This design comes from an exercise in tuning for small area, a short achievable clock period and few clock cycles on the open sky130 flow, not from production work. The RTL was checked by simulation tests, not by an equivalence proof against the original design. Power is estimated from default activity; no workload was simulated.

==> flow/design.v <==
module kw26_core (
    input  wire        clk,
    input  wire        rst,           
    input  wire        cmd_valid,
    output wire        cmd_ready,
    input  wire [99:0] cmd,
    output reg         out_valid,
    output reg  [7:0]  out_data,
    output reg         resp_valid,
    output reg  [3:0]  resp_status
);
    localparam [3:0] OP_KEY_LOAD   = 4'h1,
                     OP_KS_STEP    = 4'h2,
                     OP_KS_ADVANCE = 4'h3,
                     OP_KS_PEEK    = 4'h4,
                     OP_MSG_START  = 4'h5,
                     OP_ENC        = 4'h6,
                     OP_DEC        = 4'h7;
    localparam [3:0] ST_OK        = 4'd0,
                     ST_INVKEY    = 4'd1,
                     ST_ENCODING  = 4'd3,
                     ST_ILLEGAL   = 4'd4,
                     ST_SEQUENCE  = 4'd5;
    localparam [1:0] PH_UNINIT  = 2'd0,
                     PH_KEYED   = 2'd1,
                     PH_RUNNING = 2'd2;
    localparam [4:0] CODE_LTRS = 5'd31,
                     CODE_FIGS = 5'd27;
    localparam [2:0] S_IDLE   = 3'd0,
                     S_STEP   = 3'd1,
                     S_GROUP  = 3'd2,
                     S_PEEK   = 3'd3,
                     S_POW    = 3'd4,
                     S_EVAL   = 3'd5;
    function [30:0] step_a(input [30:0] s);
        step_a = {s[29:0], s[30] ^ s[2]};
    endfunction
    function [28:0] step_b(input [28:0] s);
        step_b = {s[27:0], s[28] ^ s[1]};
    endfunction
    function [22:0] step_c(input [22:0] s);
        step_c = {s[21:0], s[22] ^ s[4]};
    endfunction
    function combine(input a, input b, input c);
        reg [7:0] tt;
        begin
            tt = 8'h62;
            combine = tt[{a, b, c}];
        end
    endfunction
    function [30:0] sqr_a(input [30:0] r);
        reg [60:0] t;
        integer i;
        begin
            t = 61'd0;
            for (i = 0; i < 31; i = i + 1) t[2*i] = r[i];
            for (i = 60; i >= 31; i = i - 1)
                if (t[i]) begin
                    t[i]      = 1'b0;
                    t[i - 31] = t[i - 31] ^ 1'b1;
                    t[i - 3]  = t[i - 3]  ^ 1'b1;
                end
            sqr_a = t[30:0];
        end
    endfunction
    function [28:0] sqr_b(input [28:0] r);
        reg [56:0] t;
        integer i;
        begin
            t = 57'd0;
            for (i = 0; i < 29; i = i + 1) t[2*i] = r[i];
            for (i = 56; i >= 29; i = i - 1)
                if (t[i]) begin
                    t[i]      = 1'b0;
                    t[i - 29] = t[i - 29] ^ 1'b1;
                    t[i - 2]  = t[i - 2]  ^ 1'b1;
                end
            sqr_b = t[28:0];
        end
    endfunction
    function [22:0] sqr_c(input [22:0] r);
        reg [44:0] t;
        integer i;
        begin
            t = 45'd0;
            for (i = 0; i < 23; i = i + 1) t[2*i] = r[i];
            for (i = 44; i >= 23; i = i - 1)
                if (t[i]) begin
                    t[i]      = 1'b0;
                    t[i - 23] = t[i - 23] ^ 1'b1;
                    t[i - 5]  = t[i - 5]  ^ 1'b1;
                end
            sqr_c = t[22:0];
        end
    endfunction
    function [30:0] mulx_a(input [30:0] r);
        mulx_a = {r[29:0], 1'b0} ^ (r[30] ? 31'h0000_0001 | (31'd1 << 28) : 31'd0);
    endfunction
    function [28:0] mulx_b(input [28:0] r);
        mulx_b = {r[27:0], 1'b0} ^ (r[28] ? 29'h0000_0001 | (29'd1 << 27) : 29'd0);
    endfunction
    function [22:0] mulx_c(input [22:0] r);
        mulx_c = {r[21:0], 1'b0} ^ (r[22] ? 23'h00_0001 | (23'd1 << 18) : 23'd0);
    endfunction
    function [7:0] tab_ltrs(input [4:0] c);
        case (c)
            5'd0:  tab_ltrs = 8'h00;  5'd1:  tab_ltrs = 8'h45;
            5'd2:  tab_ltrs = 8'h0A;  5'd3:  tab_ltrs = 8'h41;
            5'd4:  tab_ltrs = 8'h20;  5'd5:  tab_ltrs = 8'h53;
            5'd6:  tab_ltrs = 8'h49;  5'd7:  tab_ltrs = 8'h55;
            5'd8:  tab_ltrs = 8'h0D;  5'd9:  tab_ltrs = 8'h44;
            5'd10: tab_ltrs = 8'h52;  5'd11: tab_ltrs = 8'h4A;
            5'd12: tab_ltrs = 8'h4E;  5'd13: tab_ltrs = 8'h46;
            5'd14: tab_ltrs = 8'h43;  5'd15: tab_ltrs = 8'h4B;
            5'd16: tab_ltrs = 8'h54;  5'd17: tab_ltrs = 8'h5A;
            5'd18: tab_ltrs = 8'h4C;  5'd19: tab_ltrs = 8'h57;
            5'd20: tab_ltrs = 8'h48;  5'd21: tab_ltrs = 8'h59;
            5'd22: tab_ltrs = 8'h50;  5'd23: tab_ltrs = 8'h51;
            5'd24: tab_ltrs = 8'h4F;  5'd25: tab_ltrs = 8'h42;
            5'd26: tab_ltrs = 8'h47;  5'd28: tab_ltrs = 8'h4D;
            5'd29: tab_ltrs = 8'h58;  5'd30: tab_ltrs = 8'h56;
            default: tab_ltrs = 8'h00;
        endcase
    endfunction
    function [7:0] tab_figs(input [4:0] c);
        case (c)
            5'd0:  tab_figs = 8'h00;  5'd1:  tab_figs = 8'h33;
            5'd2:  tab_figs = 8'h0A;  5'd3:  tab_figs = 8'h2D;
            5'd4:  tab_figs = 8'h20;  5'd5:  tab_figs = 8'h27;
            5'd6:  tab_figs = 8'h38;  5'd7:  tab_figs = 8'h37;
            5'd8:  tab_figs = 8'h0D;  5'd9:  tab_figs = 8'h05;
            5'd10: tab_figs = 8'h34;  5'd11: tab_figs = 8'h07;
            5'd12: tab_figs = 8'h2C;  5'd13: tab_figs = 8'h21;
            5'd14: tab_figs = 8'h3A;  5'd15: tab_figs = 8'h28;
            5'd16: tab_figs = 8'h35;  5'd17: tab_figs = 8'h2B;
            5'd18: tab_figs = 8'h29;  5'd19: tab_figs = 8'h32;
            5'd20: tab_figs = 8'h23;  5'd21: tab_figs = 8'h36;
            5'd22: tab_figs = 8'h30;  5'd23: tab_figs = 8'h31;
            5'd24: tab_figs = 8'h39;  5'd25: tab_figs = 8'h3F;
            5'd26: tab_figs = 8'h26;  5'd28: tab_figs = 8'h2E;
            5'd29: tab_figs = 8'h2F;  5'd30: tab_figs = 8'h3D;
            default: tab_figs = 8'h00;
        endcase
    endfunction
    function [5:0] find_ltrs(input [7:0] ch);
        integer i;
        begin
            find_ltrs = 6'd0;
            for (i = 0; i < 32; i = i + 1)
                if (i != 27 && i != 31 && tab_ltrs(i[4:0]) == ch)
                    find_ltrs = {1'b1, i[4:0]};
        end
    endfunction
    function [5:0] find_figs(input [7:0] ch);
        integer i;
        begin
            find_figs = 6'd0;
            for (i = 0; i < 32; i = i + 1)
                if (i != 27 && i != 31 && tab_figs(i[4:0]) == ch)
                    find_figs = {1'b1, i[4:0]};
        end
    endfunction
    wire [3:0]  op  = cmd[99:96];
    wire [95:0] arg = cmd[95:0];
    reg illegal;
    always @(*) begin
        case (op)
            OP_KEY_LOAD:   illegal = 1'b0;
            OP_KS_STEP:    illegal = |arg;
            OP_KS_ADVANCE: illegal = 1'b0;
            OP_KS_PEEK:    illegal = |arg[95:32];
            OP_MSG_START:  illegal = |arg;
            OP_ENC:        illegal = |arg[95:8];
            OP_DEC:        illegal = |arg[95:5];
            default:       illegal = 1'b1;
        endcase
    end
    wire [31:0] seed_a = arg[95:64];
    wire [31:0] seed_b = arg[63:32];
    wire [31:0] seed_c = arg[31:0];
    wire key_ok = (seed_a != 32'd0) && (seed_a[31] == 1'b0) &&
                  (seed_b != 32'd0) && (seed_b[31:29] == 3'd0) &&
                  (seed_c != 32'd0) && (seed_c[31:23] == 9'd0);
    wire [5:0] enc_l = find_ltrs(arg[7:0]);
    wire [5:0] enc_f = find_figs(arg[7:0]);
    reg [30:0] reg_a;       
    reg [28:0] reg_b;       
    reg [22:0] reg_c;       
    reg [30:0] cv_a;        
    reg [28:0] cv_b;
    reg [22:0] cv_c;
    reg        shift;       
    reg [1:0]  phase;
    reg [2:0]  state;
    reg        is_dec;      
    reg [4:0]  grp;         
    reg        grp2_pend;   
    reg [4:0]  grp2;
    reg        new_shift;   
    reg [2:0]  bitcnt;      
    reg [3:0]  ks;          
    reg [30:0] pk_a;        
    reg [28:0] pk_b;
    reg [22:0] pk_c;
    reg [31:0] pk_cnt;
    reg [95:0] adv_n;       
    reg [6:0]  adv_cnt;
    reg [30:0] r_a;         
    reg [28:0] r_b;
    reg [22:0] r_c;
    reg [30:0] acc_a;       
    reg [28:0] acc_b;
    reg [22:0] acc_c;
    assign cmd_ready = (state == S_IDLE);
    wire z_main = combine(reg_a[30], reg_b[28], reg_c[22]);
    wire z_peek = combine(pk_a[30], pk_b[28], pk_c[22]);
    wire [4:0] grp_out = grp ^ {ks, z_main};
    always @(posedge clk) begin
        if (rst) begin
            state       <= S_IDLE;
            phase       <= PH_UNINIT;
            shift       <= 1'b0;
            out_valid   <= 1'b0;
            out_data    <= 8'd0;
            resp_valid  <= 1'b0;
            resp_status <= ST_OK;
        end else begin
            out_valid  <= 1'b0;
            resp_valid <= 1'b0;
            case (state)
            S_IDLE: begin
                if (cmd_valid) begin
                    if (illegal) begin
                        resp_valid  <= 1'b1;
                        resp_status <= ST_ILLEGAL;
                    end else if ((op == OP_KEY_LOAD) != (phase == PH_UNINIT)) begin
                        resp_valid  <= 1'b1;
                        resp_status <= ST_SEQUENCE;
                    end else begin
                        case (op)
                        OP_KEY_LOAD: begin
                            resp_valid <= 1'b1;
                            if (key_ok) begin
                                resp_status <= ST_OK;
                                reg_a <= seed_a[30:0];
                                reg_b <= seed_b[28:0];
                                reg_c <= seed_c[22:0];
                                cv_a  <= seed_a[30:0];
                                cv_b  <= seed_b[28:0];
                                cv_c  <= seed_c[22:0];
                                shift <= 1'b0;
                                phase <= PH_KEYED;
                            end else begin
                                resp_status <= ST_INVKEY;
                            end
                        end
                        OP_KS_STEP: begin
                            state <= S_STEP;
                        end
                        OP_KS_ADVANCE: begin
                            adv_n   <= arg;
                            adv_cnt <= 7'd0;
                            r_a     <= 31'd1;
                            r_b     <= 29'd1;
                            r_c     <= 23'd1;
                            state   <= S_POW;
                        end
                        OP_KS_PEEK: begin
                            pk_a   <= cv_a;
                            pk_b   <= cv_b;
                            pk_c   <= cv_c;
                            pk_cnt <= arg[31:0];
                            if (arg[31:0] == 32'd0) begin
                                resp_valid  <= 1'b1;
                                resp_status <= ST_OK;
                            end else begin
                                state <= S_PEEK;
                            end
                        end
                        OP_MSG_START: begin
                            shift       <= 1'b0;
                            resp_valid  <= 1'b1;
                            resp_status <= ST_OK;
                        end
                        OP_ENC: begin
                            if (!shift && enc_l[5]) begin
                                grp       <= enc_l[4:0];
                                grp2_pend <= 1'b0;
                                new_shift <= 1'b0;
                                is_dec    <= 1'b0;
                                bitcnt    <= 3'd0;
                                state     <= S_GROUP;
                            end else if (shift && enc_f[5]) begin
                                grp       <= enc_f[4:0];
                                grp2_pend <= 1'b0;
                                new_shift <= 1'b1;
                                is_dec    <= 1'b0;
                                bitcnt    <= 3'd0;
                                state     <= S_GROUP;
                            end else if (!shift && enc_f[5]) begin
                                grp       <= CODE_FIGS;
                                grp2      <= enc_f[4:0];
                                grp2_pend <= 1'b1;
                                new_shift <= 1'b1;
                                is_dec    <= 1'b0;
                                bitcnt    <= 3'd0;
                                state     <= S_GROUP;
                            end else if (shift && enc_l[5]) begin
                                grp       <= CODE_LTRS;
                                grp2      <= enc_l[4:0];
                                grp2_pend <= 1'b1;
                                new_shift <= 1'b0;
                                is_dec    <= 1'b0;
                                bitcnt    <= 3'd0;
                                state     <= S_GROUP;
                            end else begin
                                resp_valid  <= 1'b1;
                                resp_status <= ST_ENCODING;
                            end
                        end
                        OP_DEC: begin
                            grp       <= arg[4:0];
                            grp2_pend <= 1'b0;
                            is_dec    <= 1'b1;
                            bitcnt    <= 3'd0;
                            state     <= S_GROUP;
                        end
                        default: begin
                            resp_valid  <= 1'b1;
                            resp_status <= ST_ILLEGAL;
                        end
                        endcase
                    end
                end
            end
            S_STEP: begin
                reg_a       <= step_a(reg_a);
                reg_b       <= step_b(reg_b);
                reg_c       <= step_c(reg_c);
                out_valid   <= 1'b1;
                out_data    <= {7'd0, z_main};
                resp_valid  <= 1'b1;
                resp_status <= ST_OK;
                state       <= S_IDLE;
            end
            S_GROUP: begin
                reg_a  <= step_a(reg_a);
                reg_b  <= step_b(reg_b);
                reg_c  <= step_c(reg_c);
                ks     <= {ks[2:0], z_main};
                bitcnt <= bitcnt + 3'd1;
                if (bitcnt == 3'd4) begin
                    bitcnt <= 3'd0;
                    phase  <= PH_RUNNING;
                    if (is_dec) begin
                        if (grp_out == CODE_LTRS) begin
                            shift <= 1'b0;
                        end else if (grp_out == CODE_FIGS) begin
                            shift <= 1'b1;
                        end else begin
                            out_valid <= 1'b1;
                            out_data  <= shift ? tab_figs(grp_out) : tab_ltrs(grp_out);
                        end
                        resp_valid  <= 1'b1;
                        resp_status <= ST_OK;
                        state       <= S_IDLE;
                    end else begin
                        out_valid <= 1'b1;
                        out_data  <= {3'd0, grp_out};
                        if (grp2_pend) begin
                            grp       <= grp2;
                            grp2_pend <= 1'b0;
                        end else begin
                            shift       <= new_shift;
                            resp_valid  <= 1'b1;
                            resp_status <= ST_OK;
                            state       <= S_IDLE;
                        end
                    end
                end
            end
            S_PEEK: begin
                pk_a      <= step_a(pk_a);
                pk_b      <= step_b(pk_b);
                pk_c      <= step_c(pk_c);
                pk_cnt    <= pk_cnt - 32'd1;
                out_valid <= 1'b1;
                out_data  <= {7'd0, z_peek};
                if (pk_cnt == 32'd1) begin
                    resp_valid  <= 1'b1;
                    resp_status <= ST_OK;
                    state       <= S_IDLE;
                end
            end
            S_POW: begin
                r_a <= adv_n[95] ? mulx_a(sqr_a(r_a)) : sqr_a(r_a);
                r_b <= adv_n[95] ? mulx_b(sqr_b(r_b)) : sqr_b(r_b);
                r_c <= adv_n[95] ? mulx_c(sqr_c(r_c)) : sqr_c(r_c);
                adv_n   <= {adv_n[94:0], 1'b0};
                adv_cnt <= adv_cnt + 7'd1;
                if (adv_cnt == 7'd95) begin
                    adv_cnt <= 7'd0;
                    acc_a   <= 31'd0;
                    acc_b   <= 29'd0;
                    acc_c   <= 23'd0;
                    state   <= S_EVAL;
                end
            end
            S_EVAL: begin
                reg_a   <= step_a(reg_a);
                reg_b   <= step_b(reg_b);
                reg_c   <= step_c(reg_c);
                acc_a   <= acc_a ^ (r_a[0] ? reg_a : 31'd0);
                acc_b   <= acc_b ^ (r_b[0] ? reg_b : 29'd0);
                acc_c   <= acc_c ^ (r_c[0] ? reg_c : 23'd0);
                r_a     <= {1'b0, r_a[30:1]};
                r_b     <= {1'b0, r_b[28:1]};
                r_c     <= {1'b0, r_c[22:1]};
                adv_cnt <= adv_cnt + 7'd1;
                if (adv_cnt == 7'd31) begin
                    reg_a       <= acc_a;
                    reg_b       <= acc_b;
                    reg_c       <= acc_c;
                    resp_valid  <= 1'b1;
                    resp_status <= ST_OK;
                    state       <= S_IDLE;
                end
            end
            default: state <= S_IDLE;
            endcase
        end
    end
endmodule
==> flow/run.sh <==
#!/bin/bash
# synth_recipe.tcl (not shown) runs the flow's synth.tcl, then flattens the netlist and writes it again
# the make line also repeats each setting of config.mk as NAME=value (left out here)
make -C /OpenROAD-flow-scripts/flow DESIGN_CONFIG=/design/flow/config.mk WORK_HOME=/design/flow/orfs CLKGATE_MAP_FILE= SYNTH_SCRIPT=/design/flow/synth_recipe.tcl finish
==> flow/config.mk <==
export PLATFORM = sky130hd
export DESIGN_NAME = kw26_core
export DESIGN_NICKNAME = kw26_core
export VERILOG_FILES = /design/flow/design.v
export SDC_FILE = /design/flow/constraint.sdc
export NUM_CORES = 4
export LEC_CHECK = 0
export CAP_MARGIN = 20
export CORE_MARGIN = 2
export CORE_UTILIZATION = 40
export PLACE_DENSITY = 0.6
export SLEW_MARGIN = 20
==> flow/constraint.sdc <==
create_clock -name core_clock -period 8.0 [get_ports {clk}]
set_input_delay 1.6000 -clock core_clock [delete_from_list [all_inputs] [get_ports {clk}]]
set_output_delay 1.6000 -clock core_clock [all_outputs]
set_load 0.01 [all_outputs]
==> key figures <==
Floorplan
  – Die height: 273 um
  – Effective utilization at floorplan: 40.4%
  – Core Box Area: 71500 um^2
  – IO Pins: 118
  – Core Rows: 98
  – Full die area: 74300 um^2
  – Die width: 273 um

Routing
  – Final WL: 74600 um
  – Avg WL per Cell: 19.5 um
  – Drt drc: 0
  – DR pass1 iterations: 8
  – DR vias: 21.1k
  – Via density: 5.52
  – ANT nets after route: 0
  – Initial drt markers: 2540

Global route
  – First-pass GRT wire length: 118000 um
  – Largest net degree at the start of global routing: 94
  – Initial antenna violation count: 1
  – Grt ovf: 0
  – GR Util All Layers: 19.9%
  – Vias in the first global route: 20.9k

Power
  – Total power draw: 6.43 mW
  – Combinational power share: 3.5%
  – Reg power frac: 52.1%
  – Sw Ratio: 21.4%
  – Clock power frac: 44.4%
  – NetSw: 1.37 mW
  – Leakage: 12.2 nW
  – Max VDD drop: 0.135 mV
  – Pwr Density: 195 nW/um^2
  – Int Power: 5.06 mW

Placed design
  – GP Congestion: 0.813
  – PortBufs: 115
  – HPWL after detailed placement: 46700 um

Synthesis
  – Synth unique cells: 76
  – Sequential area share after synthesis: 60.6%
  – Leading post-synthesis cells by instance count: nand2_1, edfxtp_1, nor2_1, o21ai_0, clkbuf_1
  – Synthesized area per cell: 10.4 um^2
  – Post-synth top flop: edfxtp_1
  – Post-synthesis register bit count: 588
  – Cell area after synthesis: 28800 um^2
  – Dominant cell type by area after synthesis: edfxtp_1
  – Fraction of registers with async set/reset: 0%
  – Top cells by area, synth: edfxtp_1, nand2_1, xor2_1, nor2_1, a222oi_1
  – Yosys top cell area share: 59.3%
  – Synth Warn #: 1
  – Post-synthesis cell count: 2776
  – EDFF count, synth: 570
  – Most common cell in the netlist: nand2_1

Cells and area
  – Synth-to-layout area growth: 14.6%
  – NumNets Final: 2946
  – Fraction of layout cells with a size suffix above 1: 5.81%

Worst hold path
  – Hold Crit Depth: 2
  – Hold Crit Class: register to register
  – Hold Path End: out_data[4]
  – HP Start: out_data[4]

STA
  – Clk_skew: 0.0255 ns
  – Least-Margin Pin Slew: 1.09 ns
  – Setup TNS: 0 ns
  – Slew margin rel.: 27.6%
  – Fin crit period: 5.42 ns
  – Final Slew Violations: 0
  – Fmax: 185 MHz
  – # setup viols final: 0
  – RSZ-0062 raised after global routing: false
  – Final hold viol count: 0
  – Tcrit/Tclk final: 67.7%

Clocking
  – Post-CTS Setup Inserts: 0
  – H-tree levels: 3
  – Worst-Skew Late Latency: 0.61 ns
  – Clk buf depth: 3
  – Resize count post-CTS: 0
  – CTS tree: built
  – Num CTS Buffers: 67
  – Clock sink count: 588
  – Clock-pin slew on the worst setup and hold paths: 0.05 ns
  – Cts-stage hold buffer count: 0
  – Clock root buffer: clkbuf_16

Worst setup path
  – Largest fanout on the critical path: 16
  – Setup CP Type: primary input to register
  – Worst-case reg-to-reg path depth: 7
  – CP required: 8.29 ns
  – Reg2reg setup slack: 3.47 ns
  – Reg2Reg Capture Point: reg_c[0]
  – Worst Setup Start Kind: primary input
  – WP data arrival: 5.71 ns
  – RR Startpoint: state[2]
  – Worst setup EP type: register

Run
  – Max Cap Viol: 0

Run status
  – Status: complete, no violations
cells by family (layout without fill, tap and decap cells):
group                    after synthesis  after routing  share of synthesized area, %
buffers and inverters                284            383                          3.78
other                                  1              3                        0.0130
flip-flops                           588            588                          60.6
AO/OA/AOI/OAI                        471            471                          11.0
AND/OR/NAND/NOR                     1191           1191                          16.9
multiplexers                          24             24                         0.841
adder cells (fa/ha/maj)               15             15                         0.651
XOR/XNOR                             202            202                          6.23
area by class of cell:
cell class / count / area [um^2]
antenna: 1 / 2.50
clock buffer: 79 / 1720
clock inverter: 38 / 275
fill: 6514 / 38400
inverter: 108 / 405
multi-input combinational: 1905 / 10400
sequential: 588 / 17500
tap: 950 / 1190
timing repair buffer: 158 / 1590
registers in the layout, indices dropped and copies added, names as in the netlist, 31 cells and up:
name and cells:
acc_a 31, adv_n 96, cv_a 31, pk_a 31
pk_cnt 32, r_a 31, reg_a 31
power groups by stage:
stage | Sequential, mW | Combinational (mW) | Clock, mW
2_1_floorplan | 3.42 | 0.109 | 0
3_3_place_gp | 3.42 | 0.218 | 0
3_5_place_dp | 3.42 | 0.221 | 0
4_1_cts | 3.35 | 0.223 | 2.92
5_1_grt | 3.35 | 0.246 | 3.05
6_report | 3.35 | 0.223 | 2.86
metal layers:
metal | wire length [um] | global-route usage [%] | vias up
met5 | 0 | 0 | -
met4 | 1410 | 5.45 | 0
met3 | 4140 | 2.68 | 93
met2 | 36000 | 33.1 | 674
met1 | 33000 | 27.4 | 10436
li1 | - | - | 9914
worst max path at each step:
stage             from         end  slack, ns  depth (start not counted)
6_report       cmd[59]    cv_c[11]       2.58                         10
5_1_grt        cmd[59]     pk_c[7]       2.45                         10
4_1_cts        cmd[59]    cv_c[13]       2.53                         10
3_5_place_dp   cmd[59]    pk_c[11]       1.91                         10
3_3_place_gp   cmd[59]  pk_cnt[10]       1.95                         10
2_1_floorplan   cmd[6]     pk_a[0]      -0.84                         10
per-stage QoR:
step	area [um^2]	setup WS, ns	hold slack, ns	cells	util, %
after floorplan	28900	-0.840	0.448	2777	-
after global placement	31100	1.95	0.458	3709	43.5
after detailed placement	31100	1.91	0.461	3709	43.5
after CTS	33100	2.53	0.471	3826	46.2
after global routing	33100	2.45	0.508	3826	46.3
final	33100	2.58	0.462	3827	46.3
critical path, stage by stage:
cell and delay [ns]:
clkdlybuf4s50_1 0.50, nor4_1 0.52, nand4_1 0.15, nor3_1 0.69, a31oi_1 0.30, nor3_4 0.40
nand2_2 0.10, or4_4 0.47, nor2b_4 0.65, buf_4 0.31
cells in the final DEF (no fill, tap or decap), types with 6 or more instances in the layout:
cell type	Yosys	final
a211o_1	6	6
a211oi_1	11	10
a21oi_1	106	106
a221oi_1	9	9
a222oi_1	80	80
a22o_1	8	8
a31oi_1	12	12
a32o_1	6	6
buf_12	0	9
buf_4	2	33
clkbuf_1	150	12
clkbuf_16	0	67
clkdlybuf4s50_1	0	115
clkinv_1	1	16
clkinv_2	0	13
dfxtp_1	18	18
edfxtp_1	570	570
ha_1	15	15
inv_1	106	106
mux2i_1	22	22
nand2_1	783	780
nand2b_1	11	11
nand3_1	24	23
nand3b_1	6	6
nand4_1	8	8
nor2_1	246	241
nor2b_1	13	12
nor3_1	32	30
nor4_1	27	27
o211ai_1	11	11
o21ai_0	155	155
o22ai_1	13	13
o31ai_1	6	6
o32ai_1	6	6
or3_1	9	9
xnor2_1	58	58
xor2_1	142	142
Testbench counts, summed over its fixed seeds: cycles 6,306.

## static timing again, ports no longer ideal
The results above use ideal ports. As a check the final layout listed here was re-extracted and re-timed, cells and wires unchanged. Step 1 sets driving cells, clkbuf_16 on the clock port and buf_2 on the other inputs (assumed; they add their load-dependent delay and slew). Step 2 moves the port delays by t, midway between the first and last clock arrival at a register: inputs arrive t later, outputs are due t later. That takes back most of the time a late clock gives input paths. Slacks: no drivers / after step 1 / after step 2; pairs: no drivers / after step 1.
t (ns): 0.665
slack for setup (ns): 2.580 / 2.626 / 1.961
clock arrival spread, ns: 0.028 / 0.029
cell pins on the clock port's net: 1
After both steps setup and hold are still met in this run. The setup slack of this run moves by +0.046 ns with the drivers and by -0.619 ns with both steps.
